From an optimization exercise on the open Yosys and OpenROAD flow, aimed at small area; shortcuts taken in it are not production practice.
Function was checked by simulation only, so behaviour that the tests miss may differ from the original.
Power and IR drop assume default switching activity.

==> design.v <==
module epdseq_rom (
    input  wire [7:0] pc,
    input  wire       lut_part,
    input  wire [6:0] lut_idx,
    input  wire [7:0] trig_arg,
    output reg  [3:0] uop_kind,
    output reg  [7:0] uop_arg,
    output reg  [7:0] lut_byte
);
    always @(*) begin
        case (pc)
        8'd0: begin uop_kind = 4'd0; uop_arg = 8'h00; end
        8'd1: begin uop_kind = 4'd8; uop_arg = 8'h74; end
        8'd2: begin uop_kind = 4'd1; uop_arg = 8'h00; end
        8'd3: begin uop_kind = 4'd0; uop_arg = 8'h01; end
        8'd4: begin uop_kind = 4'd8; uop_arg = 8'h54; end
        8'd5: begin uop_kind = 4'd1; uop_arg = 8'h00; end
        8'd6: begin uop_kind = 4'd0; uop_arg = 8'h00; end
        8'd7: begin uop_kind = 4'd8; uop_arg = 8'h7E; end
        8'd8: begin uop_kind = 4'd1; uop_arg = 8'h00; end
        8'd9: begin uop_kind = 4'd0; uop_arg = 8'h01; end
        8'd10: begin uop_kind = 4'd8; uop_arg = 8'h3B; end
        8'd11: begin uop_kind = 4'd1; uop_arg = 8'h00; end
        8'd12: begin uop_kind = 4'd0; uop_arg = 8'h00; end
        8'd13: begin uop_kind = 4'd8; uop_arg = 8'h01; end
        8'd14: begin uop_kind = 4'd1; uop_arg = 8'h00; end
        8'd15: begin uop_kind = 4'd0; uop_arg = 8'h01; end
        8'd16: begin uop_kind = 4'd8; uop_arg = 8'h07; end
        8'd17: begin uop_kind = 4'd8; uop_arg = 8'h00; end
        8'd18: begin uop_kind = 4'd8; uop_arg = 8'h00; end
        8'd19: begin uop_kind = 4'd1; uop_arg = 8'h00; end
        8'd20: begin uop_kind = 4'd0; uop_arg = 8'h00; end
        8'd21: begin uop_kind = 4'd8; uop_arg = 8'h11; end
        8'd22: begin uop_kind = 4'd1; uop_arg = 8'h00; end
        8'd23: begin uop_kind = 4'd0; uop_arg = 8'h01; end
        8'd24: begin uop_kind = 4'd8; uop_arg = 8'h03; end
        8'd25: begin uop_kind = 4'd1; uop_arg = 8'h00; end
        8'd26: begin uop_kind = 4'd0; uop_arg = 8'h00; end
        8'd27: begin uop_kind = 4'd8; uop_arg = 8'h3C; end
        8'd28: begin uop_kind = 4'd1; uop_arg = 8'h00; end
        8'd29: begin uop_kind = 4'd0; uop_arg = 8'h01; end
        8'd30: begin uop_kind = 4'd8; uop_arg = 8'h01; end
        8'd31: begin uop_kind = 4'd1; uop_arg = 8'h00; end
        8'd32: begin uop_kind = 4'd0; uop_arg = 8'h00; end
        8'd33: begin uop_kind = 4'd8; uop_arg = 8'h2C; end
        8'd34: begin uop_kind = 4'd1; uop_arg = 8'h00; end
        8'd35: begin uop_kind = 4'd0; uop_arg = 8'h01; end
        8'd36: begin uop_kind = 4'd8; uop_arg = 8'h55; end
        8'd37: begin uop_kind = 4'd1; uop_arg = 8'h00; end
        8'd38: begin uop_kind = 4'd0; uop_arg = 8'h00; end
        8'd39: begin uop_kind = 4'd8; uop_arg = 8'h03; end
        8'd40: begin uop_kind = 4'd1; uop_arg = 8'h00; end
        8'd41: begin uop_kind = 4'd0; uop_arg = 8'h01; end
        8'd42: begin uop_kind = 4'd8; uop_arg = 8'h15; end
        8'd43: begin uop_kind = 4'd1; uop_arg = 8'h00; end
        8'd44: begin uop_kind = 4'd0; uop_arg = 8'h00; end
        8'd45: begin uop_kind = 4'd8; uop_arg = 8'h04; end
        8'd46: begin uop_kind = 4'd1; uop_arg = 8'h00; end
        8'd47: begin uop_kind = 4'd0; uop_arg = 8'h01; end
        8'd48: begin uop_kind = 4'd8; uop_arg = 8'h41; end
        8'd49: begin uop_kind = 4'd8; uop_arg = 8'hA8; end
        8'd50: begin uop_kind = 4'd8; uop_arg = 8'h32; end
        8'd51: begin uop_kind = 4'd1; uop_arg = 8'h00; end
        8'd52: begin uop_kind = 4'd0; uop_arg = 8'h00; end
        8'd53: begin uop_kind = 4'd8; uop_arg = 8'h3A; end
        8'd54: begin uop_kind = 4'd1; uop_arg = 8'h00; end
        8'd55: begin uop_kind = 4'd0; uop_arg = 8'h01; end
        8'd56: begin uop_kind = 4'd8; uop_arg = 8'h30; end
        8'd57: begin uop_kind = 4'd1; uop_arg = 8'h00; end
        8'd58: begin uop_kind = 4'd0; uop_arg = 8'h00; end
        8'd59: begin uop_kind = 4'd8; uop_arg = 8'h3B; end
        8'd60: begin uop_kind = 4'd1; uop_arg = 8'h00; end
        8'd61: begin uop_kind = 4'd0; uop_arg = 8'h01; end
        8'd62: begin uop_kind = 4'd8; uop_arg = 8'h0A; end
        8'd63: begin uop_kind = 4'd1; uop_arg = 8'h00; end
        8'd64: begin uop_kind = 4'd0; uop_arg = 8'h00; end
        8'd65: begin uop_kind = 4'd8; uop_arg = 8'h32; end
        8'd66: begin uop_kind = 4'd1; uop_arg = 8'h00; end
        8'd67: begin uop_kind = 4'd0; uop_arg = 8'h01; end
        8'd68: begin uop_kind = 4'd10; uop_arg = 8'h00; end
        8'd69: begin uop_kind = 4'd1; uop_arg = 8'h00; end
        8'd70: begin uop_kind = 4'd0; uop_arg = 8'h00; end
        8'd71: begin uop_kind = 4'd8; uop_arg = 8'h2C; end
        8'd72: begin uop_kind = 4'd1; uop_arg = 8'h00; end
        8'd73: begin uop_kind = 4'd0; uop_arg = 8'h01; end
        8'd74: begin uop_kind = 4'd8; uop_arg = 8'h26; end
        8'd75: begin uop_kind = 4'd1; uop_arg = 8'h00; end
        8'd76: begin uop_kind = 4'd0; uop_arg = 8'h00; end
        8'd77: begin uop_kind = 4'd8; uop_arg = 8'h22; end
        8'd78: begin uop_kind = 4'd1; uop_arg = 8'h00; end
        8'd79: begin uop_kind = 4'd0; uop_arg = 8'h01; end
        8'd80: begin uop_kind = 4'd8; uop_arg = 8'hC0; end
        8'd81: begin uop_kind = 4'd1; uop_arg = 8'h00; end
        8'd82: begin uop_kind = 4'd0; uop_arg = 8'h00; end
        8'd83: begin uop_kind = 4'd8; uop_arg = 8'h20; end
        8'd84: begin uop_kind = 4'd1; uop_arg = 8'h00; end
        8'd85: begin uop_kind = 4'd4; uop_arg = 8'h00; end
        8'd86: begin uop_kind = 4'd0; uop_arg = 8'h00; end
        8'd87: begin uop_kind = 4'd8; uop_arg = 8'h44; end
        8'd88: begin uop_kind = 4'd1; uop_arg = 8'h00; end
        8'd89: begin uop_kind = 4'd0; uop_arg = 8'h01; end
        8'd90: begin uop_kind = 4'd9; uop_arg = 8'h00; end
        8'd91: begin uop_kind = 4'd9; uop_arg = 8'h01; end
        8'd92: begin uop_kind = 4'd1; uop_arg = 8'h00; end
        8'd93: begin uop_kind = 4'd0; uop_arg = 8'h00; end
        8'd94: begin uop_kind = 4'd8; uop_arg = 8'h45; end
        8'd95: begin uop_kind = 4'd1; uop_arg = 8'h00; end
        8'd96: begin uop_kind = 4'd0; uop_arg = 8'h01; end
        8'd97: begin uop_kind = 4'd9; uop_arg = 8'h02; end
        8'd98: begin uop_kind = 4'd9; uop_arg = 8'h03; end
        8'd99: begin uop_kind = 4'd9; uop_arg = 8'h04; end
        8'd100: begin uop_kind = 4'd9; uop_arg = 8'h05; end
        8'd101: begin uop_kind = 4'd1; uop_arg = 8'h00; end
        8'd102: begin uop_kind = 4'd0; uop_arg = 8'h00; end
        8'd103: begin uop_kind = 4'd8; uop_arg = 8'h4E; end
        8'd104: begin uop_kind = 4'd1; uop_arg = 8'h00; end
        8'd105: begin uop_kind = 4'd0; uop_arg = 8'h01; end
        8'd106: begin uop_kind = 4'd9; uop_arg = 8'h00; end
        8'd107: begin uop_kind = 4'd1; uop_arg = 8'h00; end
        8'd108: begin uop_kind = 4'd0; uop_arg = 8'h00; end
        8'd109: begin uop_kind = 4'd8; uop_arg = 8'h4F; end
        8'd110: begin uop_kind = 4'd1; uop_arg = 8'h00; end
        8'd111: begin uop_kind = 4'd0; uop_arg = 8'h01; end
        8'd112: begin uop_kind = 4'd9; uop_arg = 8'h02; end
        8'd113: begin uop_kind = 4'd9; uop_arg = 8'h03; end
        8'd114: begin uop_kind = 4'd1; uop_arg = 8'h00; end
        8'd115: begin uop_kind = 4'd0; uop_arg = 8'h00; end
        8'd116: begin uop_kind = 4'd8; uop_arg = 8'h24; end
        8'd117: begin uop_kind = 4'd1; uop_arg = 8'h00; end
        8'd118: begin uop_kind = 4'd0; uop_arg = 8'h01; end
        8'd119: begin uop_kind = 4'd11; uop_arg = 8'h00; end
        8'd120: begin uop_kind = 4'd1; uop_arg = 8'h00; end
        8'd121: begin uop_kind = 4'd0; uop_arg = 8'h00; end
        8'd122: begin uop_kind = 4'd8; uop_arg = 8'h22; end
        8'd123: begin uop_kind = 4'd1; uop_arg = 8'h00; end
        8'd124: begin uop_kind = 4'd0; uop_arg = 8'h01; end
        8'd125: begin uop_kind = 4'd8; uop_arg = trig_arg; end
        8'd126: begin uop_kind = 4'd1; uop_arg = 8'h00; end
        8'd127: begin uop_kind = 4'd0; uop_arg = 8'h00; end
        8'd128: begin uop_kind = 4'd8; uop_arg = 8'h20; end
        8'd129: begin uop_kind = 4'd1; uop_arg = 8'h00; end
        8'd130: begin uop_kind = 4'd4; uop_arg = 8'h00; end
        8'd131: begin uop_kind = 4'd5; uop_arg = 8'h00; end
        8'd132: begin uop_kind = 4'd2; uop_arg = 8'h00; end
        8'd133: begin uop_kind = 4'd3; uop_arg = 8'h01; end
        8'd134: begin uop_kind = 4'd2; uop_arg = 8'h01; end
        8'd135: begin uop_kind = 4'd3; uop_arg = 8'h00; end
        8'd136: begin uop_kind = 4'd4; uop_arg = 8'h00; end
        8'd137: begin uop_kind = 4'd0; uop_arg = 8'h00; end
        8'd138: begin uop_kind = 4'd8; uop_arg = 8'h12; end
        8'd139: begin uop_kind = 4'd1; uop_arg = 8'h00; end
        8'd140: begin uop_kind = 4'd4; uop_arg = 8'h00; end
        8'd141: begin uop_kind = 4'd5; uop_arg = 8'h00; end
        default: begin uop_kind = 4'd0; uop_arg = 8'h00; end
        endcase
    end
    always @(*) begin
        case ({lut_part, lut_idx})
        8'd0: lut_byte = 8'h63;
        8'd1: lut_byte = 8'hC0;
        8'd2: lut_byte = 8'hA7;
        8'd3: lut_byte = 8'hA6;
        8'd4: lut_byte = 8'h8D;
        8'd5: lut_byte = 8'hD8;
        8'd6: lut_byte = 8'hA7;
        8'd7: lut_byte = 8'h7E;
        8'd8: lut_byte = 8'h1C;
        8'd9: lut_byte = 8'hA3;
        8'd10: lut_byte = 8'hB6;
        8'd11: lut_byte = 8'h37;
        8'd12: lut_byte = 8'h27;
        8'd13: lut_byte = 8'hCB;
        8'd14: lut_byte = 8'h34;
        8'd15: lut_byte = 8'h55;
        8'd16: lut_byte = 8'h48;
        8'd17: lut_byte = 8'h26;
        8'd18: lut_byte = 8'h9F;
        8'd19: lut_byte = 8'hD0;
        8'd20: lut_byte = 8'h07;
        8'd21: lut_byte = 8'hB3;
        8'd22: lut_byte = 8'hE5;
        8'd23: lut_byte = 8'h6C;
        8'd24: lut_byte = 8'h07;
        8'd25: lut_byte = 8'h54;
        8'd26: lut_byte = 8'h6A;
        8'd27: lut_byte = 8'hD7;
        8'd28: lut_byte = 8'hF3;
        8'd29: lut_byte = 8'h49;
        8'd30: lut_byte = 8'hD7;
        8'd31: lut_byte = 8'h84;
        8'd32: lut_byte = 8'h26;
        8'd33: lut_byte = 8'h70;
        8'd34: lut_byte = 8'hA8;
        8'd35: lut_byte = 8'h4A;
        8'd36: lut_byte = 8'h1C;
        8'd37: lut_byte = 8'h3F;
        8'd38: lut_byte = 8'h74;
        8'd39: lut_byte = 8'hBB;
        8'd40: lut_byte = 8'h9D;
        8'd41: lut_byte = 8'h7D;
        8'd42: lut_byte = 8'hFB;
        8'd43: lut_byte = 8'h45;
        8'd44: lut_byte = 8'hA3;
        8'd45: lut_byte = 8'hC3;
        8'd46: lut_byte = 8'hF2;
        8'd47: lut_byte = 8'h0B;
        8'd48: lut_byte = 8'h10;
        8'd49: lut_byte = 8'hB6;
        8'd50: lut_byte = 8'h8D;
        8'd51: lut_byte = 8'h81;
        8'd52: lut_byte = 8'h11;
        8'd53: lut_byte = 8'h01;
        8'd54: lut_byte = 8'hD0;
        8'd55: lut_byte = 8'hCA;
        8'd56: lut_byte = 8'h4F;
        8'd57: lut_byte = 8'h15;
        8'd58: lut_byte = 8'h96;
        8'd59: lut_byte = 8'hD1;
        8'd60: lut_byte = 8'hDC;
        8'd61: lut_byte = 8'hA0;
        8'd62: lut_byte = 8'h5E;
        8'd63: lut_byte = 8'h29;
        8'd64: lut_byte = 8'hD8;
        8'd65: lut_byte = 8'hCE;
        8'd66: lut_byte = 8'hD9;
        8'd67: lut_byte = 8'hA5;
        8'd68: lut_byte = 8'hE7;
        8'd69: lut_byte = 8'h42;
        8'd70: lut_byte = 8'h34;
        8'd71: lut_byte = 8'hB7;
        8'd72: lut_byte = 8'h53;
        8'd73: lut_byte = 8'hD3;
        8'd74: lut_byte = 8'h25;
        8'd75: lut_byte = 8'h89;
        8'd76: lut_byte = 8'h00;
        8'd77: lut_byte = 8'h07;
        8'd78: lut_byte = 8'hB7;
        8'd79: lut_byte = 8'hDD;
        8'd80: lut_byte = 8'h13;
        8'd81: lut_byte = 8'h50;
        8'd82: lut_byte = 8'hD6;
        8'd83: lut_byte = 8'hA5;
        8'd84: lut_byte = 8'h61;
        8'd85: lut_byte = 8'h08;
        8'd86: lut_byte = 8'h9A;
        8'd87: lut_byte = 8'h62;
        8'd88: lut_byte = 8'h99;
        8'd89: lut_byte = 8'h2E;
        8'd90: lut_byte = 8'h54;
        8'd91: lut_byte = 8'h3D;
        8'd92: lut_byte = 8'h32;
        8'd93: lut_byte = 8'hDE;
        8'd94: lut_byte = 8'h59;
        8'd95: lut_byte = 8'hE6;
        8'd96: lut_byte = 8'h13;
        8'd97: lut_byte = 8'h92;
        8'd98: lut_byte = 8'h90;
        8'd99: lut_byte = 8'h30;
        8'd128: lut_byte = 8'h03;
        8'd129: lut_byte = 8'h1B;
        8'd130: lut_byte = 8'hBE;
        8'd131: lut_byte = 8'h69;
        8'd132: lut_byte = 8'hD7;
        8'd133: lut_byte = 8'h5D;
        8'd134: lut_byte = 8'h8C;
        8'd135: lut_byte = 8'h7A;
        8'd136: lut_byte = 8'h55;
        8'd137: lut_byte = 8'hCD;
        8'd138: lut_byte = 8'h5D;
        8'd139: lut_byte = 8'hC3;
        8'd140: lut_byte = 8'hEA;
        8'd141: lut_byte = 8'hAC;
        8'd142: lut_byte = 8'hD2;
        8'd143: lut_byte = 8'hB4;
        8'd144: lut_byte = 8'h10;
        8'd145: lut_byte = 8'h00;
        8'd146: lut_byte = 8'h1A;
        8'd147: lut_byte = 8'h2C;
        8'd148: lut_byte = 8'h7D;
        8'd149: lut_byte = 8'h57;
        8'd150: lut_byte = 8'hFA;
        8'd151: lut_byte = 8'h92;
        8'd152: lut_byte = 8'h0C;
        8'd153: lut_byte = 8'h3B;
        8'd154: lut_byte = 8'hA0;
        8'd155: lut_byte = 8'hB4;
        8'd156: lut_byte = 8'h6C;
        8'd157: lut_byte = 8'h74;
        8'd158: lut_byte = 8'h27;
        8'd159: lut_byte = 8'h62;
        8'd160: lut_byte = 8'h8B;
        8'd161: lut_byte = 8'h00;
        8'd162: lut_byte = 8'hE9;
        8'd163: lut_byte = 8'hC9;
        8'd164: lut_byte = 8'hC0;
        8'd165: lut_byte = 8'hD3;
        8'd166: lut_byte = 8'h89;
        8'd167: lut_byte = 8'h91;
        8'd168: lut_byte = 8'hBB;
        8'd169: lut_byte = 8'h4F;
        8'd170: lut_byte = 8'hBC;
        8'd171: lut_byte = 8'hB6;
        8'd172: lut_byte = 8'h2D;
        8'd173: lut_byte = 8'h82;
        8'd174: lut_byte = 8'hDA;
        8'd175: lut_byte = 8'h27;
        8'd176: lut_byte = 8'h36;
        8'd177: lut_byte = 8'h21;
        8'd178: lut_byte = 8'h28;
        8'd179: lut_byte = 8'h21;
        8'd180: lut_byte = 8'h93;
        8'd181: lut_byte = 8'h48;
        8'd182: lut_byte = 8'hE2;
        8'd183: lut_byte = 8'h48;
        8'd184: lut_byte = 8'h84;
        8'd185: lut_byte = 8'hEF;
        8'd186: lut_byte = 8'h0B;
        8'd187: lut_byte = 8'h8A;
        8'd188: lut_byte = 8'h7E;
        8'd189: lut_byte = 8'h2C;
        8'd190: lut_byte = 8'hF5;
        8'd191: lut_byte = 8'hB4;
        8'd192: lut_byte = 8'h95;
        8'd193: lut_byte = 8'h2B;
        8'd194: lut_byte = 8'h8F;
        8'd195: lut_byte = 8'hD0;
        8'd196: lut_byte = 8'hA7;
        8'd197: lut_byte = 8'hED;
        8'd198: lut_byte = 8'h72;
        8'd199: lut_byte = 8'h45;
        8'd200: lut_byte = 8'h49;
        8'd201: lut_byte = 8'hC3;
        8'd202: lut_byte = 8'hAA;
        8'd203: lut_byte = 8'hAE;
        8'd204: lut_byte = 8'h73;
        8'd205: lut_byte = 8'h89;
        8'd206: lut_byte = 8'h44;
        8'd207: lut_byte = 8'h76;
        8'd208: lut_byte = 8'hEB;
        8'd209: lut_byte = 8'hA3;
        8'd210: lut_byte = 8'h9C;
        8'd211: lut_byte = 8'h38;
        8'd212: lut_byte = 8'h72;
        8'd213: lut_byte = 8'hB9;
        8'd214: lut_byte = 8'h63;
        8'd215: lut_byte = 8'hD8;
        8'd216: lut_byte = 8'hB0;
        8'd217: lut_byte = 8'h32;
        8'd218: lut_byte = 8'h73;
        8'd219: lut_byte = 8'h60;
        8'd220: lut_byte = 8'hDF;
        8'd221: lut_byte = 8'h71;
        8'd222: lut_byte = 8'h52;
        8'd223: lut_byte = 8'h9D;
        8'd224: lut_byte = 8'h3A;
        8'd225: lut_byte = 8'hD2;
        8'd226: lut_byte = 8'h88;
        8'd227: lut_byte = 8'h76;
        default: lut_byte = 8'h00;
        endcase
    end
endmodule
module epdseq #(
    parameter integer WIDTH           = 122,
    parameter integer HEIGHT          = 8,
    parameter integer CLKS_PER_MS     = 16,
    parameter integer BUSY_LEVEL      = 1,
    parameter integer BUSY_POLL_LIMIT = 200
) (
    input  wire        clk,
    input  wire        rst_n,
    input  wire        bus_we,
    input  wire        bus_re,
    input  wire [23:0] bus_addr,
    input  wire [31:0] bus_wdata,
    output reg  [31:0] bus_rdata,
    output reg         epd_cs_n,
    output reg         epd_dc,
    output reg         epd_sclk,
    output reg         epd_mosi,
    output reg         epd_rst_n,
    input  wire        epd_busy,
    input  wire        epd_tx_err
);
    localparam [2:0] ST_UNINIT   = 3'd0;
    localparam [2:0] ST_RESET    = 3'd1;
    localparam [2:0] ST_READY    = 3'd2;
    localparam [2:0] ST_UPD_FULL = 3'd3;
    localparam [2:0] ST_UPD_PART = 3'd4;
    localparam [2:0] ST_SLEEP    = 3'd5;
    localparam [2:0] ST_FAULT    = 3'd6;
    localparam [2:0] ST_ENTER_SL = 3'd7;
    localparam [2:0] E_OK      = 3'd0;
    localparam [2:0] E_ILLEGAL = 3'd1;
    localparam [2:0] E_BUSY    = 3'd2;
    localparam [2:0] E_STATE   = 3'd3;
    localparam [2:0] E_WINDOW  = 3'd4;
    localparam [2:0] E_BUSFLT  = 3'd5;
    localparam [2:0] E_TIMEOUT = 3'd6;
    localparam [3:0] K_CSA    = 4'd0;
    localparam [3:0] K_CSD    = 4'd1;
    localparam [3:0] K_SETRST = 4'd2;
    localparam [3:0] K_DELAY  = 4'd3;
    localparam [3:0] K_WAIT   = 4'd4;
    localparam [3:0] K_FINISH = 4'd5;
    localparam [3:0] K_TX     = 4'd8;
    localparam [3:0] K_TXW    = 4'd9;
    localparam [3:0] K_TXLUT  = 4'd10;
    localparam [3:0] K_STREAM = 4'd11;
    localparam [7:0] PC_UPD      = 8'd0;
    localparam [7:0] PC_LUT      = 8'd68;
    localparam [7:0] PC_FULL_RET = 8'd75;
    localparam [7:0] PC_TRIG     = 8'd125;
    localparam [7:0] PC_SLEEP    = 8'd121;
    localparam [7:0] PC_STRM_CSA = 8'd118;
    localparam [7:0] PC_INIT     = 8'd132;
    reg [31:0] arg0, arg1;
    reg [2:0]  state;
    reg [2:0]  err;
    reg [7:0]  pc;
    reg [3:0]  bitcnt;
    reg        fault_pend;
    reg [7:0]  cnt;           
    reg [3:0]  win_xs, win_xe;
    reg [2:0]  win_ys, win_ye;
    wire active = (state == ST_RESET) || (state == ST_UPD_FULL) ||
                  (state == ST_UPD_PART) || (state == ST_ENTER_SL);
    wire [15:0] wc_x = arg0[15:0];
    wire [15:0] wc_y = arg0[31:16];
    wire [15:0] wc_w = arg1[15:0];
    wire [15:0] wc_h = arg1[31:16];
    wire        x_in = (wc_x < WIDTH);
    wire        y_in = (wc_y < HEIGHT);
    wire [7:0]  xsum = {1'b0, wc_x[6:0]} + {1'b0, wc_w[6:0]};
    wire        x_lt = (wc_w[15:7] == 9'd0) && (xsum < WIDTH);
    wire [7:0]  xsm1 = xsum - 8'd1;
    wire [3:0]  wc_xe = x_lt ? xsm1[6:3] : 4'd15;
    wire [3:0]  ysum = {1'b0, wc_y[2:0]} + {1'b0, wc_h[2:0]};
    wire        y_lt = (wc_h[15:3] == 13'd0) && !ysum[3];
    wire [2:0]  ysm1 = ysum[2:0] - 3'd1;
    wire [2:0]  wc_ye = y_lt ? ysm1 : 3'd7;
    wire        wc_valid = x_in && y_in && (wc_w != 16'd0) && (wc_h != 16'd0);
    wire        waddr0  = (bus_addr[23:2] == 22'd0);
    wire        cmd_wr  = bus_we && waddr0;
    wire [3:0]  cmd_op  = bus_wdata[3:0];
    wire        cmd_blk = bus_wdata[4];
    wire [7:0]  cmd_fill = bus_wdata[15:8];
    wire op_defined = (cmd_op >= 4'd1) && (cmd_op <= 4'd6);
    wire op_any_state = (cmd_op == 4'd1) || (cmd_op == 4'd2) || (cmd_op == 4'd3);
    reg [2:0] host_err;
    reg       host_accept;
    always @(*) begin
        host_accept = 1'b0;
        host_err    = E_OK;
        if (!op_defined)
            host_err = E_ILLEGAL;
        else if (active)
            host_err = E_BUSY;
        else if (!op_any_state && state != ST_READY)
            host_err = E_STATE;
        else if (cmd_op == 4'd5 && !wc_valid)
            host_err = E_WINDOW;
        else
            host_accept = 1'b1;
    end
    wire acc       = cmd_wr && host_accept;
    wire acc_init  = acc && (cmd_op == 4'd1);
    wire acc_fill  = acc && (cmd_op == 4'd2);
    wire acc_setpx = acc && (cmd_op == 4'd3);
    wire acc_full  = acc && (cmd_op == 4'd4);
    wire acc_part  = acc && (cmd_op == 4'd5);
    wire acc_sleep = acc && (cmd_op == 4'd6);
    wire [6:0]  rd_idx = active ? cnt[6:0] : {wc_y[2:0], wc_x[6:3]};
    wire       fill_all = acc_init || acc_fill;
    wire [7:0] fill_byte = acc_init ? 8'hFF : cmd_fill;
    wire       px_do = acc_setpx && x_in && y_in;
    wire [2:0] px_bit = ~wc_x[2:0];
    wire [7:0] rd_byte;
    reg  [7:0] px_byte;
    always @(*) begin
        px_byte = rd_byte;
        px_byte[px_bit] = !cmd_blk;
    end
    wire [1023:0] fbf;
    epdseq_fbmem u_fb (
        .clk(clk), .fill_all(fill_all), .fill_byte(fill_byte), .px_do(px_do),
        .px_idx({wc_y[2:0], wc_x[6:3]}), .px_byte(px_byte), .fbf(fbf)
    );
    epdseq_rdbyte u_rdb (.fbf(fbf), .idx(rd_idx), .q(rd_byte));
    wire [7:0] trig_arg = (state == ST_UPD_FULL) ? 8'hF7 :
                          (state == ST_UPD_PART) ? 8'hFF : 8'hC3;
    wire [3:0] uop_kind;
    wire [7:0] uop_arg;
    wire [7:0] lut_byte;
    epdseq_rom u_rom (
        .pc       (pc),
        .lut_part (state == ST_UPD_PART),
        .lut_idx  (cnt[6:0]),
        .trig_arg (trig_arg),
        .uop_kind (uop_kind),
        .uop_arg  (uop_arg),
        .lut_byte (lut_byte)
    );
    reg [7:0] win_byte;
    always @(*) begin
        case (uop_arg[2:0])
            3'd0:    win_byte = {4'd0, win_xs};
            3'd1:    win_byte = {4'd0, win_xe};
            3'd2:    win_byte = {5'd0, win_ys};
            3'd4:    win_byte = {5'd0, win_ye};
            default: win_byte = 8'd0;
        endcase
    end
    wire [7:0] tx_arg = uop_arg;
    reg [7:0] tx_byte;
    always @(*) begin
        case (uop_kind[1:0])
            2'd0:    tx_byte = tx_arg;
            2'd1:    tx_byte = win_byte;
            2'd2:    tx_byte = lut_byte;
            default: tx_byte = rd_byte;
        endcase
    end
    wire tx_last   = (bitcnt == 4'd15);
    wire busy_seen = (epd_busy == BUSY_LEVEL);
    wire [7:0] cnt_inc = cnt + 8'd1;
    always @(posedge clk) begin
        if (!rst_n) begin
            arg0       <= 32'd0;
            arg1       <= 32'd0;
            state      <= ST_UNINIT;
            err        <= E_OK;
            bitcnt     <= 4'd0;
            fault_pend <= 1'b0;
            cnt        <= 8'd0;
            epd_cs_n   <= 1'b1;
            epd_dc     <= 1'b0;
            epd_sclk   <= 1'b0;
            epd_mosi   <= 1'b0;
            epd_rst_n  <= 1'b1;
        end else begin
            if (bus_we && bus_addr[23:2] == 22'd1) arg0 <= bus_wdata;
            if (bus_we && bus_addr[23:2] == 22'd2) arg1 <= bus_wdata;
            if (cmd_wr) begin
                err <= host_err;
                if (acc_init) begin
                    state <= ST_RESET;
                    pc    <= PC_INIT;
                end
                if (acc_full) begin
                    state  <= ST_UPD_FULL;
                    pc     <= PC_UPD;
                    win_xs <= 4'd0;
                    win_xe <= 4'd15;
                    win_ys <= 3'd0;
                    win_ye <= 3'd7;
                end
                if (acc_part) begin
                    state  <= ST_UPD_PART;
                    pc     <= PC_UPD;
                    win_xs <= wc_x[6:3];
                    win_xe <= wc_xe;
                    win_ys <= wc_y[2:0];
                    win_ye <= wc_ye;
                end
                if (acc_sleep) begin
                    state <= ST_ENTER_SL;
                    pc    <= PC_SLEEP;
                end
            end
            if (active && fault_pend) begin
                fault_pend <= 1'b0;
                epd_sclk   <= 1'b0;
                epd_cs_n   <= 1'b1;
                cnt        <= 8'd0;
                state      <= ST_FAULT;
                err        <= E_BUSFLT;
            end else if (active) begin
                epd_sclk <= 1'b0;
                if (uop_kind[3]) begin
                    if (!bitcnt[0])
                        epd_mosi <= tx_byte[~bitcnt[3:1]];
                    else
                        epd_sclk <= 1'b1;
                    bitcnt <= bitcnt + 4'd1;
                    if (tx_last) begin
                        if (epd_tx_err) begin
                            fault_pend <= 1'b1;
                        end else if (uop_kind[1:0] == 2'd2) begin
                            if (cnt[6:0] == 7'd99) begin
                                cnt <= 8'd0;
                                pc  <= (state == ST_UPD_PART) ? pc + 8'd1 : PC_FULL_RET;
                            end else begin
                                cnt <= cnt_inc;
                            end
                        end else if (uop_kind[1:0] == 2'd3) begin
                            if (cnt[3:0] != win_xe) begin
                                cnt[3:0] <= cnt[3:0] + 4'd1;
                            end else if (cnt[6:4] != win_ye) begin
                                cnt[3:0] <= win_xs;
                                cnt[6:4] <= cnt[6:4] + 3'd1;
                            end else begin
                                cnt <= 8'd0;
                                pc  <= pc + 8'd1;
                            end
                        end else begin
                            pc <= pc + 8'd1;
                        end
                    end
                end else begin
                    case (uop_kind[2:0])
                        3'd0: begin  
                            epd_dc   <= uop_arg[0];
                            epd_cs_n <= 1'b0;
                            pc       <= pc + 8'd1;
                            if (pc == PC_STRM_CSA)
                                cnt <= {1'b0, win_ys, win_xs};
                        end
                        3'd1: begin  
                            epd_cs_n <= 1'b1;
                            pc       <= pc + 8'd1;
                        end
                        3'd2: begin  
                            epd_rst_n <= uop_arg[0];
                            pc        <= pc + 8'd1;
                        end
                        3'd3: begin  
                            if (cnt[4:0] == {uop_arg[0], 4'hF}) begin
                                cnt <= 8'd0;
                                pc  <= pc + 8'd1;
                            end else begin
                                cnt <= cnt_inc;
                            end
                        end
                        3'd4: begin  
                            if (!busy_seen) begin
                                cnt <= 8'd0;
                                pc  <= pc + 8'd1;
                            end else if (cnt == BUSY_POLL_LIMIT - 1) begin
                                cnt   <= 8'd0;
                                state <= ST_FAULT;
                                err   <= E_TIMEOUT;
                            end else begin
                                cnt <= cnt_inc;
                            end
                        end
                        default: begin  
                            state <= (state == ST_ENTER_SL) ? ST_SLEEP : ST_READY;
                            err   <= E_OK;
                        end
                    endcase
                end
            end
        end
    end
    wire [31:0] status_word = {20'd0, epd_rst_n, epd_dc, epd_cs_n, epd_busy,
                               1'b0, err, active, state};
    wire        fb_region = (bus_addr[23:12] != 12'd0);
    wire        fb_in     = (bus_addr[23:7] == 17'h00020);
    wire [4:0]  fb_word   = bus_addr[6:2];
    wire [31:0] fb_rword;
    epdseq_rdword u_rdw (.fbf(fbf), .widx(fb_word), .q(fb_rword));
    reg [31:0] read_word;
    always @(*) begin
        read_word = 32'd0;
        if (fb_region) begin
            read_word = fb_in ? fb_rword : 32'hFFFF_FFFF;
        end else if (bus_addr[11:5] == 7'd0) begin
            case (bus_addr[4:2])
                3'd1: read_word = arg0;
                3'd2: read_word = arg1;
                3'd3: read_word = status_word;
                3'd4: read_word = {HEIGHT[15:0], WIDTH[15:0]};
                3'd5: read_word = 32'd128;
                3'd6: read_word = {29'd0, 1'b1, BUSY_LEVEL[0], 1'b1};
                default: read_word = 32'd0;
            endcase
        end
    end
    always @(posedge clk) begin
        if (!rst_n)
            bus_rdata <= 32'd0;
        else if (bus_re)
            bus_rdata <= read_word;
    end
endmodule
module epdseq_fbmem (
    input  wire          clk,
    input  wire          fill_all,
    input  wire [7:0]    fill_byte,
    input  wire          px_do,
    input  wire [6:0]    px_idx,
    input  wire [7:0]    px_byte,
    output wire [1023:0] fbf
);
    wire [7:0] wdata = fill_all ? fill_byte : px_byte;
    reg  [5:0] pad;
    always @(posedge clk)
        if (fill_all)
            pad <= fill_byte[5:0];
    genvar g;
    generate
        for (g = 0; g < 128; g = g + 1) begin : g_fb
            wire we = fill_all || (px_do && px_idx == g);
            if ((g % 16) == 15) begin : g_last
                reg [1:0] q;
                always @(posedge clk)
                    if (we)
                        q <= wdata[7:6];
                assign fbf[g * 8 +: 8] = {q, pad};
            end else begin : g_full
                reg [7:0] q;
                always @(posedge clk)
                    if (we)
                        q <= wdata;
                assign fbf[g * 8 +: 8] = q;
            end
        end
    endgenerate
endmodule
module epdseq_rdbyte (
    input  wire [1023:0] fbf,
    input  wire [6:0]    idx,
    output wire [7:0]    q
);
    wire [7:0] lo = 8'd1 << idx[2:0];
    reg  [7:0] grp [0:15];
    integer i, j;
    always @(*) begin
        for (j = 0; j < 16; j = j + 1) begin
            grp[j] = 8'd0;
            for (i = 0; i < 8; i = i + 1)
                grp[j] = grp[j] | (fbf[(j * 8 + i) * 8 +: 8] & {8{lo[i]}});
        end
    end
    assign q = grp[idx[6:3]];
endmodule
module epdseq_rdword (
    input  wire [1023:0] fbf,
    input  wire [4:0]    widx,
    output wire [31:0]   q
);
    wire [15:0] lo = 16'd1 << widx[3:0];
    reg  [31:0] grp [0:1];
    integer i, j;
    always @(*) begin
        for (j = 0; j < 2; j = j + 1) begin
            grp[j] = 32'd0;
            for (i = 0; i < 16; i = i + 1)
                grp[j] = grp[j] | (fbf[(j * 16 + i) * 32 +: 32] & {32{lo[i]}});
        end
    end
    assign q = grp[widx[4]];
endmodule
==> flow/run.sh <==
#!/bin/bash
# Own layout flow: the standard synthesis, then the combinational logic is
# re-mapped for area (registers, their names and cell types are kept), then the
# standard ORFS layout from floorplan to finish. Each tool logs to its own file.
set -euo pipefail
W=$(pwd)
F=$W/flow
R=$W/orfs/results/$FLOW_PLATFORM/epdseq/base
LIB=$FLOW_HOME/platforms/$FLOW_PLATFORM/lib/sky130_fd_sc_hd__tt_025C_1v80.lib
YOSYS=$FLOW_HOME/../tools/install/yosys/bin/yosys
[[ -x $YOSYS ]] || YOSYS=$(command -v yosys)

# 1. standard synthesis, unchanged
bash standard.sh synth > $W/flow_1_synth.log 2>&1
cp $R/1_2_yosys.v $W/std_1_2_yosys.v

# 2. area re-mapping of the combinational logic
RESYN_LIB=$LIB RESYN_IN=$W/std_1_2_yosys.v RESYN_OUT=$W/resyn.v \
RESYN_ABC=$F/area.abc RESYN_SEQ=$F/seq.txt RESYN_TOP=$FLOW_TOP \
RESYN_DONT_USE="$(tr '\n' ' ' < $F/dont_use.txt)" \
RESYN_STAT0=$W/resyn_stat0.txt RESYN_STAT=$W/resyn_stat.txt \
  $YOSYS -c $F/resyn.tcl > $W/flow_2_resyn.log 2>&1
cp $W/resyn.v $R/1_2_yosys.v
rm -f $R/1_synth.odb $R/1_synth.sdc

# 3. netlist database from the re-mapped netlist, then the standard layout
bash standard.sh synth > $W/flow_3_synth_odb.log 2>&1
bash standard.sh RECOVER_POWER=100 "BUFFER_PORTS_ARGS=-buffer_cell sky130_fd_sc_hd__buf_1" \
  "CTS_ARGS=-sink_clustering_enable -repair_clock_nets -dont_use_dummy_load -sink_clustering_size 25 -sink_clustering_max_diameter 80" \
  > $W/flow_4_layout.log 2>&1
==> flow/area.abc <==
strash
dc2
resub -K 8
dch -f
amap -F 20 -A 30 -C 5000
topo
strash
dch -f
amap -F 20 -A 30 -C 5000
topo
strash
dch -f
amap -F 20 -A 30 -C 5000
topo
==> flow/dont_use.txt <==
sky130_fd_sc_hd__probe_p_8
sky130_fd_sc_hd__probec_p_8
sky130_fd_sc_hd__lpflow_bleeder_1
sky130_fd_sc_hd__lpflow_clkbufkapwr_1
sky130_fd_sc_hd__lpflow_clkbufkapwr_16
sky130_fd_sc_hd__lpflow_clkbufkapwr_2
sky130_fd_sc_hd__lpflow_clkbufkapwr_4
sky130_fd_sc_hd__lpflow_clkbufkapwr_8
sky130_fd_sc_hd__lpflow_clkinvkapwr_1
sky130_fd_sc_hd__lpflow_clkinvkapwr_16
sky130_fd_sc_hd__lpflow_clkinvkapwr_2
sky130_fd_sc_hd__lpflow_clkinvkapwr_4
sky130_fd_sc_hd__lpflow_clkinvkapwr_8
sky130_fd_sc_hd__lpflow_decapkapwr_12
sky130_fd_sc_hd__lpflow_decapkapwr_3
sky130_fd_sc_hd__lpflow_decapkapwr_4
sky130_fd_sc_hd__lpflow_decapkapwr_6
sky130_fd_sc_hd__lpflow_decapkapwr_8
sky130_fd_sc_hd__lpflow_inputiso0n_1
sky130_fd_sc_hd__lpflow_inputiso0p_1
sky130_fd_sc_hd__lpflow_inputiso1n_1
sky130_fd_sc_hd__lpflow_inputiso1p_1
sky130_fd_sc_hd__lpflow_inputisolatch_1
sky130_fd_sc_hd__lpflow_isobufsrc_1
sky130_fd_sc_hd__lpflow_isobufsrc_16
sky130_fd_sc_hd__lpflow_isobufsrc_2
sky130_fd_sc_hd__lpflow_isobufsrc_4
sky130_fd_sc_hd__lpflow_isobufsrc_8
sky130_fd_sc_hd__lpflow_isobufsrckapwr_16
sky130_fd_sc_hd__lpflow_lsbuf_lh_hl_isowell_tap_1
sky130_fd_sc_hd__lpflow_lsbuf_lh_hl_isowell_tap_2
sky130_fd_sc_hd__lpflow_lsbuf_lh_hl_isowell_tap_4
sky130_fd_sc_hd__lpflow_lsbuf_lh_isowell_4
sky130_fd_sc_hd__lpflow_lsbuf_lh_isowell_tap_1
sky130_fd_sc_hd__lpflow_lsbuf_lh_isowell_tap_2
sky130_fd_sc_hd__lpflow_lsbuf_lh_isowell_tap_4
sky130_fd_sc_hd__fill_1
sky130_fd_sc_hd__fill_2
sky130_fd_sc_hd__fill_4
sky130_fd_sc_hd__fill_8
==> flow/resyn.tcl <==
# Re-map the combinational logic of the standard synthesis netlist for area.
# Registers (and their names and cell types) are kept exactly as they are.
set lib $::env(RESYN_LIB)
set in  $::env(RESYN_IN)
set out $::env(RESYN_OUT)
set scr $::env(RESYN_ABC)
set seq [split [string trim [read [open $::env(RESYN_SEQ)]]] "\n"]
set dont_use {}
foreach c $::env(RESYN_DONT_USE) { lappend dont_use -dont_use $c }

yosys read_liberty -ignore_miss_func $lib
yosys read_verilog -noblackbox $in
yosys hierarchy -top $::env(RESYN_TOP)
foreach c $seq { yosys blackbox $c }
yosys flatten
yosys opt_clean -purge
yosys tee -o $::env(RESYN_STAT0) stat
yosys abc -liberty $lib {*}$dont_use -script $scr
yosys opt_clean -purge
yosys hilomap -singleton -hicell sky130_fd_sc_hd__conb_1 HI -locell sky130_fd_sc_hd__conb_1 LO
yosys insbuf -buf sky130_fd_sc_hd__buf_4 A X
yosys read_liberty -lib -overwrite $lib
yosys hierarchy -top $::env(RESYN_TOP)
yosys check -assert -mapped
yosys tee -o $::env(RESYN_STAT) stat -liberty $lib
yosys write_verilog -noattr -nohex -nodec $out
==> flow/seq.txt <==
sky130_fd_sc_hd__dfbbn_1
sky130_fd_sc_hd__dfbbn_2
sky130_fd_sc_hd__dfbbp_1
sky130_fd_sc_hd__dfrbp_1
sky130_fd_sc_hd__dfrbp_2
sky130_fd_sc_hd__dfrtn_1
sky130_fd_sc_hd__dfrtp_1
sky130_fd_sc_hd__dfrtp_2
sky130_fd_sc_hd__dfrtp_4
sky130_fd_sc_hd__dfsbp_1
sky130_fd_sc_hd__dfsbp_2
sky130_fd_sc_hd__dfstp_1
sky130_fd_sc_hd__dfstp_2
sky130_fd_sc_hd__dfstp_4
sky130_fd_sc_hd__dfxbp_1
sky130_fd_sc_hd__dfxbp_2
sky130_fd_sc_hd__dfxtp_1
sky130_fd_sc_hd__dfxtp_2
sky130_fd_sc_hd__dfxtp_4
sky130_fd_sc_hd__dlclkp_1
sky130_fd_sc_hd__dlclkp_2
sky130_fd_sc_hd__dlclkp_4
sky130_fd_sc_hd__dlrbn_1
sky130_fd_sc_hd__dlrbn_2
sky130_fd_sc_hd__dlrbp_1
sky130_fd_sc_hd__dlrbp_2
sky130_fd_sc_hd__dlrtn_1
sky130_fd_sc_hd__dlrtn_2
sky130_fd_sc_hd__dlrtn_4
sky130_fd_sc_hd__dlrtp_1
sky130_fd_sc_hd__dlrtp_2
sky130_fd_sc_hd__dlrtp_4
sky130_fd_sc_hd__dlxbn_1
sky130_fd_sc_hd__dlxbn_2
sky130_fd_sc_hd__dlxbp_1
sky130_fd_sc_hd__dlxtn_1
sky130_fd_sc_hd__dlxtn_2
sky130_fd_sc_hd__dlxtn_4
sky130_fd_sc_hd__dlxtp_1
sky130_fd_sc_hd__edfxbp_1
sky130_fd_sc_hd__edfxtp_1
sky130_fd_sc_hd__lpflow_inputisolatch_1
sky130_fd_sc_hd__sdfbbn_1
sky130_fd_sc_hd__sdfbbn_2
sky130_fd_sc_hd__sdfbbp_1
sky130_fd_sc_hd__sdfrbp_1
sky130_fd_sc_hd__sdfrbp_2
sky130_fd_sc_hd__sdfrtn_1
sky130_fd_sc_hd__sdfrtp_1
sky130_fd_sc_hd__sdfrtp_2
sky130_fd_sc_hd__sdfrtp_4
sky130_fd_sc_hd__sdfsbp_1
sky130_fd_sc_hd__sdfsbp_2
sky130_fd_sc_hd__sdfstp_1
sky130_fd_sc_hd__sdfstp_2
sky130_fd_sc_hd__sdfstp_4
sky130_fd_sc_hd__sdfxbp_1
sky130_fd_sc_hd__sdfxbp_2
sky130_fd_sc_hd__sdfxtp_1
sky130_fd_sc_hd__sdfxtp_2
sky130_fd_sc_hd__sdfxtp_4
sky130_fd_sc_hd__sdlclkp_1
sky130_fd_sc_hd__sdlclkp_2
sky130_fd_sc_hd__sdlclkp_4
sky130_fd_sc_hd__sedfxbp_1
sky130_fd_sc_hd__sedfxbp_2
sky130_fd_sc_hd__sedfxtp_1
sky130_fd_sc_hd__sedfxtp_2
sky130_fd_sc_hd__sedfxtp_4
==> standard.sh <==
#!/bin/bash
# synth_recipe.tcl (not shown) runs the flow's synth.tcl, then flattens the netlist and writes it again
# the make line also repeats each setting of config.mk as NAME=value (left out here)
make -C /OpenROAD-flow-scripts/flow DESIGN_CONFIG=/design/flow/config.mk WORK_HOME=/design/flow/orfs CLKGATE_MAP_FILE= SYNTH_SCRIPT=/design/flow/synth_recipe.tcl "${@:-finish}"
==> config.mk <==
export PLATFORM = sky130hd
export DESIGN_NAME = epdseq
export DESIGN_NICKNAME = epdseq
export VERILOG_FILES = /design/flow/design.v
export SDC_FILE = /design/flow/constraint.sdc
export NUM_CORES = 4
export LEC_CHECK = 0
export CAP_MARGIN = 20
export CORE_MARGIN = 2
export CORE_UTILIZATION = 45
export SLEW_MARGIN = 20
==> constraint.sdc <==
create_clock -name core_clock -period 10.0 [get_ports {clk}]
set_input_delay 2.0000 -clock core_clock [delete_from_list [all_inputs] [get_ports {clk}]]
set_output_delay 2.0000 -clock core_clock [all_outputs]
set_load 0.01 [all_outputs]
==> flow_summary.toml, run 1 <==
[outcome]
status = "complete, but fails checks"
checkFailReasons = "max-capacitance violations, max-slew violations"

[die]
die_area_mm2 = 0.117
initial_core_util = 0.455
die_y_um = 341
fp.dieW_um = 341
fp-row-count = 123
io_pins = 99
core-area_mm2 = 0.113

[clocking]
post-cts-setup-buffer-count = 0
cts_buffers = 58
worstSkewPairLatency_ns = 0.79
cts.sinks = 1124
ctsHoldBuffers = 0
ctsResizeCount = 0
cts_tree = "yes"
cts_htree_levels = 2
cts_buffer_depth = 3
clkTransAtPathRegs_ns = 0.10
cts_root_buf = "clkbuf_16"

[power_and_ir_drop]
p_per_area_mw_per_mm2 = 142
vdd_drop_max_uv = 172
leakage_nw = 17.0

[drt]
routed_via_density = 8.28
dr.first_iter.drc_count = 12579
drtAntennaViolNets = 0
routedWlPerCell_um = 50.8
drc = 0
wl_um = 309000
vias = 50389
drt_pass1_iterations = 15

[critical_path]
critPathLaunchType = "primary input"
path_class = "in2reg"
crit_path_start = "bus_addr[2]"
end_kind = "flop"
r2r_cells = 23
reg2reg_to = "u_fb.g_fb[70].g_full.q[3]$_DFFE_PP_"
crit_path_max_fanout = 16
r2r-start = "state[2]$_SDFF_PN0_"
critPathArrivalTime_ns = 9.82
rrSetupSlack_ns = 1.14
cp-endpoint = "u_fb.g_fb[124].g_full.q[7]$_DFFE_PP_"
worstPathRequired_ns = 10.45

[timing]
hold_viol_final = 0
rsz0062_at_grt = "false"
setup_tns_ns = 0
finalCriticalPeriod_ns = 9.38
drv_slew = 535
max_freq_mhz = 107
period_share = 0.938
slew_headroom = -0.416
final-setup-viol-count = 0
worst_pin_slew_ns = 2.10
skew_ns = 0.151

[cells_and_area]
postLayoutCellArea_mm2 = 0.0573
syn2layout_area_growth_pct = 11.9
fill_cells = 10076
drive_gt1_frac = 0.0688
nets = 4630

[yosys]
synth_area_mm2 = 0.0512
syn-num-nets = 4194
yosysWarnings = 7
syn-instance-count = 4132
synth.avg_cell_area_um2 = 12.4

[min_path]
hold_path_class = "reg2reg"

[placement]
portBuffers = 96
placed_area_mm2 = 0.0563
gp_congestion = 1.12
dp_hpwl_um = 218000

[flow_run]
maxCapViolations = 47

[grt]
antenna_found_initial = 29
grt_max_degree = 129
grt_pass1_wl_um = 407000
overflow = 0
grtUsageTotal = 0.518
grt_pass1_vias = 46240
sequential cells by signal (all words and copies together), names as in the netlist, 4 cells and up:
register	flops
arg0	32
u_fb.pad	6
u_fb.g_fb.g_full.q	960
u_fb.g_fb.g_last.q	16
bitcnt	4
bus_rdata	32
cnt	8
win_xe	4
arg1	32
win_xs	4
pc	8
metal layers:
layer / part of all wire / vias to the layer above / track usage / wire [um]
met5: 0.0022 / - / 0.0155 / 668
met3: 0.17 / 1709 / 0.253 / 52500
met4: 0.12 / 36 / 0.451 / 36600
met2: 0.40 / 5687 / 0.723 / 123000
li1: - / 18629 / - / -
met1: 0.31 / 24328 / 0.586 / 95900
stage by stage:
| step | instances | hold WS, ns | power (W) | util | setup WS (ns) |
|---|---|---|---|---|---|
| 6_report | 6085 | 0.464 | 0.00814 | 0.509 | 0.623 |
| 3_5_place_dp | 6008 | 0.450 | 0.00563 | 0.500 | 1.44 |
| 4_1_cts | 6066 | 0.464 | 0.00805 | 0.513 | 2.18 |
| 2_1_floorplan | 4132 | 0.428 | 0.00537 | - | 0.119 |
| 3_3_place_gp | 6007 | 0.446 | 0.00563 | 0.500 | 1.45 |
| 5_1_grt | 6069 | 0.494 | 0.00823 | 0.508 | 0.902 |
power by group:
group          internal, W  leakage [nW]  switching, W
Clock              0.00103         0.715       0.00155
Sequential         0.00505          10.0     0.0000123
Combinational     0.000119          6.23      0.000386
worst min path at each step:
stage | startpoint | end | slack, ns | depth (start not counted)
floorplan | arg0[28]$_SDFFE_PN0P_ | arg0[28]$_SDFFE_PN0P_ | 0.43 | 2
global placement | arg1[13]$_SDFFE_PN0P_ | arg1[13]$_SDFFE_PN0P_ | 0.45 | 2
detailed placement | arg1[15]$_SDFFE_PN0P_ | arg1[15]$_SDFFE_PN0P_ | 0.45 | 2
CTS | arg1[13]$_SDFFE_PN0P_ | arg1[13]$_SDFFE_PN0P_ | 0.46 | 2
global route | arg1[15]$_SDFFE_PN0P_ | arg1[15]$_SDFFE_PN0P_ | 0.49 | 2
finish | arg1[13]$_SDFFE_PN0P_ | arg1[13]$_SDFFE_PN0P_ | 0.46 | 2
worst max-delay path: stages:
cell and delay (ns):
clkbuf_1 0.17, nor2_1 0.20, clkinv_1 0.11, nor2_1 0.12
buf_4 0.45, clkinv_1 0.12, clkbuf_1 0.55, nor2_4 0.25
clkinv_1 0.53, nor2_1 0.55, o21ai_0 0.30, nor4_1 0.75
nand4_1 0.52, or2_0 0.47, or3_1 0.59, o21ai_0 1.64
buf_4 0.45
area by class of cell:
class | count | area [um^2] | area share
Sequential cell | 1124 | 32600 | 0.568
Multi-Input combinational cell | 2676 | 17700 | 0.308
Timing Repair Buffer | 408 | 2580 | 0.0451
Tap cell | 1500 | 1880 | 0.0327
Clock buffer | 58 | 1450 | 0.0253
Inverter | 300 | 1130 | 0.0196
Antenna cell | 19 | 47.5 | 0.000830
placed cells by master (no fill, tap or decap), types with 33 or more instances in the layout:
| cell type | n |
|---|---|
| edfxtp_1 | 1004 |
| a222oi_1 | 379 |
| nor2_1 | 371 |
| o21ai_0 | 302 |
| clkinv_1 | 298 |
| a22oi_1 | 270 |
| nand2_1 | 194 |
| buf_4 | 166 |
| o22ai_1 | 158 |
| a21oi_1 | 140 |
| dfxtp_1 | 120 |
| clkbuf_1 | 120 |
| nand3_1 | 105 |
| a221oi_1 | 101 |
| buf_1 | 92 |
| nand4_1 | 75 |
| nor3_1 | 63 |
| clkbuf_16 | 58 |
| a31oi_1 | 48 |
| a22o_1 | 43 |
| nor4_1 | 33 |
==> run 2: changes to the inputs <==
--- a/flow/run.sh
+++ b/flow/run.sh
@@ -15,16 +15,26 @@
 cp $R/1_2_yosys.v $W/std_1_2_yosys.v
 
-# 2. area re-mapping of the combinational logic
-RESYN_LIB=$LIB RESYN_IN=$W/std_1_2_yosys.v RESYN_OUT=$W/resyn.v \
-RESYN_ABC=$F/area.abc RESYN_SEQ=$F/seq.txt RESYN_TOP=$FLOW_TOP \
-RESYN_DONT_USE="$(tr '\n' ' ' < $F/dont_use.txt)" \
-RESYN_STAT0=$W/resyn_stat0.txt RESYN_STAT=$W/resyn_stat.txt \
-  $YOSYS -c $F/resyn.tcl > $W/flow_2_resyn.log 2>&1
-cp $W/resyn.v $R/1_2_yosys.v
+# 2. area re-mapping of the combinational logic: a few ABC scripts, keep the
+#    smallest result
+best=""; best_area=""
+for abc in $F/area_*.abc; do
+  n=$(basename $abc .abc)
+  RESYN_LIB=$LIB RESYN_IN=$W/std_1_2_yosys.v RESYN_OUT=$W/resyn_$n.v \
+  RESYN_ABC=$abc RESYN_SEQ=$F/seq.txt RESYN_TOP=$FLOW_TOP \
+  RESYN_DONT_USE="$(tr '\n' ' ' < $F/dont_use.txt)" \
+  RESYN_STAT0=$W/resyn_stat0_$n.txt RESYN_STAT=$W/resyn_stat_$n.txt \
+    $YOSYS -c $F/resyn.tcl > $W/flow_2_resyn_$n.log 2>&1 || continue
+  a=$(awk '/Chip area/ {print $NF}' $W/resyn_stat_$n.txt)
+  if [[ -z "$best" ]] || awk -v a="$a" -v b="$best_area" 'BEGIN{exit !(a < b)}'; then
+    best=$n; best_area=$a
+  fi
+done
+echo "chosen $best $best_area" > $W/resyn_choice.txt
+cp $W/resyn_$best.v $R/1_2_yosys.v
 rm -f $R/1_synth.odb $R/1_synth.sdc
 
 # 3. netlist database from the re-mapped netlist, then the standard layout
 bash standard.sh synth > $W/flow_3_synth_odb.log 2>&1
-bash standard.sh RECOVER_POWER=100 "BUFFER_PORTS_ARGS=-buffer_cell sky130_fd_sc_hd__buf_1" \
+bash standard.sh "BUFFER_PORTS_ARGS=-buffer_cell sky130_fd_sc_hd__buf_1" \
   "CTS_ARGS=-sink_clustering_enable -repair_clock_nets -dont_use_dummy_load -sink_clustering_size 25 -sink_clustering_max_diameter 80" \
   > $W/flow_4_layout.log 2>&1
==> flow/area_a.abc (new file) <==
strash
dc2
resub -K 8
dch -f
amap -F 20 -A 30 -C 5000
topo
strash
dch -f
amap -F 20 -A 30 -C 5000
topo
strash
dch -f
amap -F 20 -A 30 -C 5000
topo
==> flow/area_b.abc (new file) <==
strash
dc2
dch -f
amap -F 20 -A 30 -C 5000
topo
==> flow/area_c.abc (new file) <==
strash
dc2
resub -K 8
resub -K 12 -N 2
dch -f
amap -F 20 -A 30 -C 5000
topo
strash
dch -f
amap -F 20 -A 30 -C 5000
topo
--- a/config.mk
+++ b/config.mk
@@ -8,4 +8,4 @@
 export CAP_MARGIN = 20
 export CORE_MARGIN = 2
-export CORE_UTILIZATION = 45
+export CORE_UTILIZATION = 35
 export SLEW_MARGIN = 20
removed: flow/area.abc
==> run 2 against run 1 <==
The run now finishes clean. Synthesized cell count hardly changed. Flip-flop and latch count stayed put. Critical path type unchanged. Register-to-register slack better by 1.4 ns. Final area is 3.7% higher. Maximum frequency is 21% higher. Highest routed layer unchanged. Die area is 28% higher. Combinational power hardly changed. Wire length is 6.5% higher.
==> flow_summary.toml, run 2 <==
[grt]
grt_pass1_wl_um = 428000
overflow = 0
grt_max_degree = 136
grtUsageTotal = 0.430
grt_pass1_vias = 46536
antenna_found_initial = 31

[power_and_ir_drop]
leakage_nw = 18.1
p_comb_frac = 0.059
vdd_drop_max_uv = 132
p_seq_frac = 0.593
swShare = 0.240
switchingPower_w = 0.00205
p_clk_frac = 0.348
intPower_w = 0.00648
p_per_area_mw_per_mm2 = 143

[clocking]
ctsHoldBuffers = 0
cts_buffers = 74
cts_buffer_depth = 3
post-cts-setup-buffer-count = 0
worstSkewPairLatency_ns = 0.77
cts_htree_levels = 3
cts.sinks = 1124
cts_root_buf = "clkbuf_16"
ctsResizeCount = 0
cts_tree = "yes"
clkTransAtPathRegs_ns = 0.09

[drt]
drt_pass1_iterations = 13
dr.first_iter.drc_count = 12456
wl_um = 329000
drc = 0
drtAntennaViolNets = 0
vias = 50838
routed_via_density = 7.71
routedWlPerCell_um = 49.9

[critical_path]
cp_slowest_cell = "a41oi_1"
max_stage_delay_ns = 1.09
r2r_cells = 26
critPathTopFamily = "buffers and inverters"
end_kind = "flop"
rrSetupSlack_ns = 2.51
reg2reg_to = "epd_mosi$_SDFFE_PN0P_"
r2r-start = "cnt[1]$_SDFFE_PP0P_"
cp_num_buf_inv = 6
critPathArrivalTime_ns = 8.39
worstPathRequired_ns = 10.64
critPathLaunchType = "primary input"
path_class = "in2reg"
crit_path_max_fanout = 32
crit_chain = "clkbuf_2 > buf_4 > clkinv_1 > buf_4 > nor2_1 > clkinv_1 > nor2_4 > buf_12 > a222oi_1 > a41oi_1 > o21ai_1 > o21ai_0 > o22ai_1 > nor2_1"

[timing]
setup_tns_ns = 0
period_share = 0.775
final-setup-viol-count = 0
skew_ns = 0.125
finalCriticalPeriod_ns = 7.75
slew_headroom = 0.117
hold_viol_final = 0
rsz0062_at_grt = "false"
drv_slew = 0
worst_pin_slew_ns = 1.31
max_freq_mhz = 129

[flow_run]
maxCapViolations = 0

[cells_and_area]
final_cell_count_no_fill = 6591
largest-register = "u_fb.g_fb.g_full.q"
layout_commonest_cell = "edfxtp_1"
final_core_util = 0.409
final_cell_mix = "1004 x edfxtp_1, 383 x a222oi_1, 359 x nor2_1"
syn2layout_area_growth_pct = 16.3
drive_gt1_frac = 0.114
postLayoutCellArea_mm2 = 0.0594
largest_register_ffs = 960
nets = 4718

[min_path]
hold_path_class = "reg2reg"
holdCritStartpoint = "arg0[28]$_SDFFE_PN0P_"
hold_end = "arg0[28]$_SDFFE_PN0P_"
hold_depth = 2

[placement]
dp_cells = 6492
portBuffers = 96
dp_hpwl_um = 228000
placed_area_mm2 = 0.0575
gp_congestion = 1.06

[yosys]
syn-instance-count = 4128
syn-num-nets = 4190
synth.avg_cell_area_um2 = 12.4
yosysWarnings = 7
synth_area_mm2 = 0.0511

[die]
core-area_mm2 = 0.145
io_pins = 99
initial_core_util = 0.352
fp.dieW_um = 386
die_y_um = 386
die_area_mm2 = 0.149
fp-row-count = 140

[outcome]
status = "complete, no violations"
## run 2: worst min-delay path, cell delays in order (launching register included)
cell	delay, ns
dfxtp_1	0.32
clkinv_1	0.05
a21oi_1	0.05
## run 2: power by group through the flow
stage	registers [W]	logic [W]	clock network (W)
after floorplan	0.00516	0.000196	0
after global placement	0.00517	0.000460	0
after detailed placement	0.00517	0.000455	0
after CTS	0.00506	0.000456	0.00295
after global routing	0.00506	0.000495	0.00309
final	0.00506	0.000504	0.00297
## run 2: cell type report
type / instances / area, um^2
fillers: 13790 / 85900
flip-flops and latches: 1124 / 32600
inverters: 247 / 927
clock buffers: 74 / 1850
multi-input cells: 2725 / 17800
repair buffers: 484 / 3830
diodes: 20 / 50.0
well taps: 1917 / 2400
## run 2: per-layer routing
| layer | track usage | up-vias | share of wire |
|---|---|---|---|
| li1 | - | 18807 | - |
| met1 | 0.505 | 25163 | 0.33 |
| met2 | 0.611 | 5442 | 0.41 |
| met3 | 0.188 | 1400 | 0.16 |
| met4 | 0.337 | 26 | 0.10 |
| met5 | 0.000650 | - | 0.00050 |
## run 2: worst max-delay path by stage
stage	end	depth (start not counted)	slack [ns]	start
floorplan	u_fb.g_fb[0].g_full.q[2]$_DFFE_PP_	18	0.35	state[0]$_SDFF_PP0_
global placement	u_fb.g_fb[70].g_full.q[5]$_DFFE_PP_	17	2.31	bus_addr[21]
detailed placement	u_fb.g_fb[70].g_full.q[5]$_DFFE_PP_	17	2.28	bus_addr[21]
CTS	epd_mosi$_SDFFE_PN0P_	27	2.83	state[2]$_SDFF_PN0_
global route	epd_mosi$_SDFFE_PN0P_	33	2.52	state[2]$_SDFF_PN0_
finish	bus_rdata[28]$_SDFFE_PN0P_	14	2.25	bus_addr[5]
## run 2: through the flow
step / power, W / hold slack, ns / worst slack (ns)
after floorplan: 0.00536 / 0.428 / 0.351
after global placement: 0.00563 / 0.444 / 2.31
after detailed placement: 0.00562 / 0.454 / 2.28
after CTS: 0.00846 / 0.466 / 2.83
after global routing: 0.00865 / 0.480 / 2.52
final: 0.00853 / 0.464 / 2.25

## static timing again, ports no longer ideal
How much do the figures lean on ideal ports? The routed layouts below were timed once more, with nothing changed but the port constraints.
Step 1 assumes that a clkbuf_16 drives the clock port and a buf_2 every other input.
Step 2 moves the port delays by t, midway between the first and last clock arrival at a register: inputs arrive t later, outputs are due t later. That takes back most of the time a late clock gives input paths.
Slacks: ideal ports / drivers / drivers and shift; pairs: ideal ports / drivers.
run	t (ns)	setup WS [ns]	slew at the worst register clock pin (ns)	worst slew at a driven data input, ns	cell pins on the clock port's net
run 1	0.781	0.623 / 0.679 / -0.102	0.11 / 0.11	0.08	1
run 2	0.795	2.250 / 2.252 / 1.456	0.11 / 0.11	0.11	1
For run 2, which loses most, drivers alone change the setup slack by +0.002 ns; drivers and shift together by -0.794 ns.
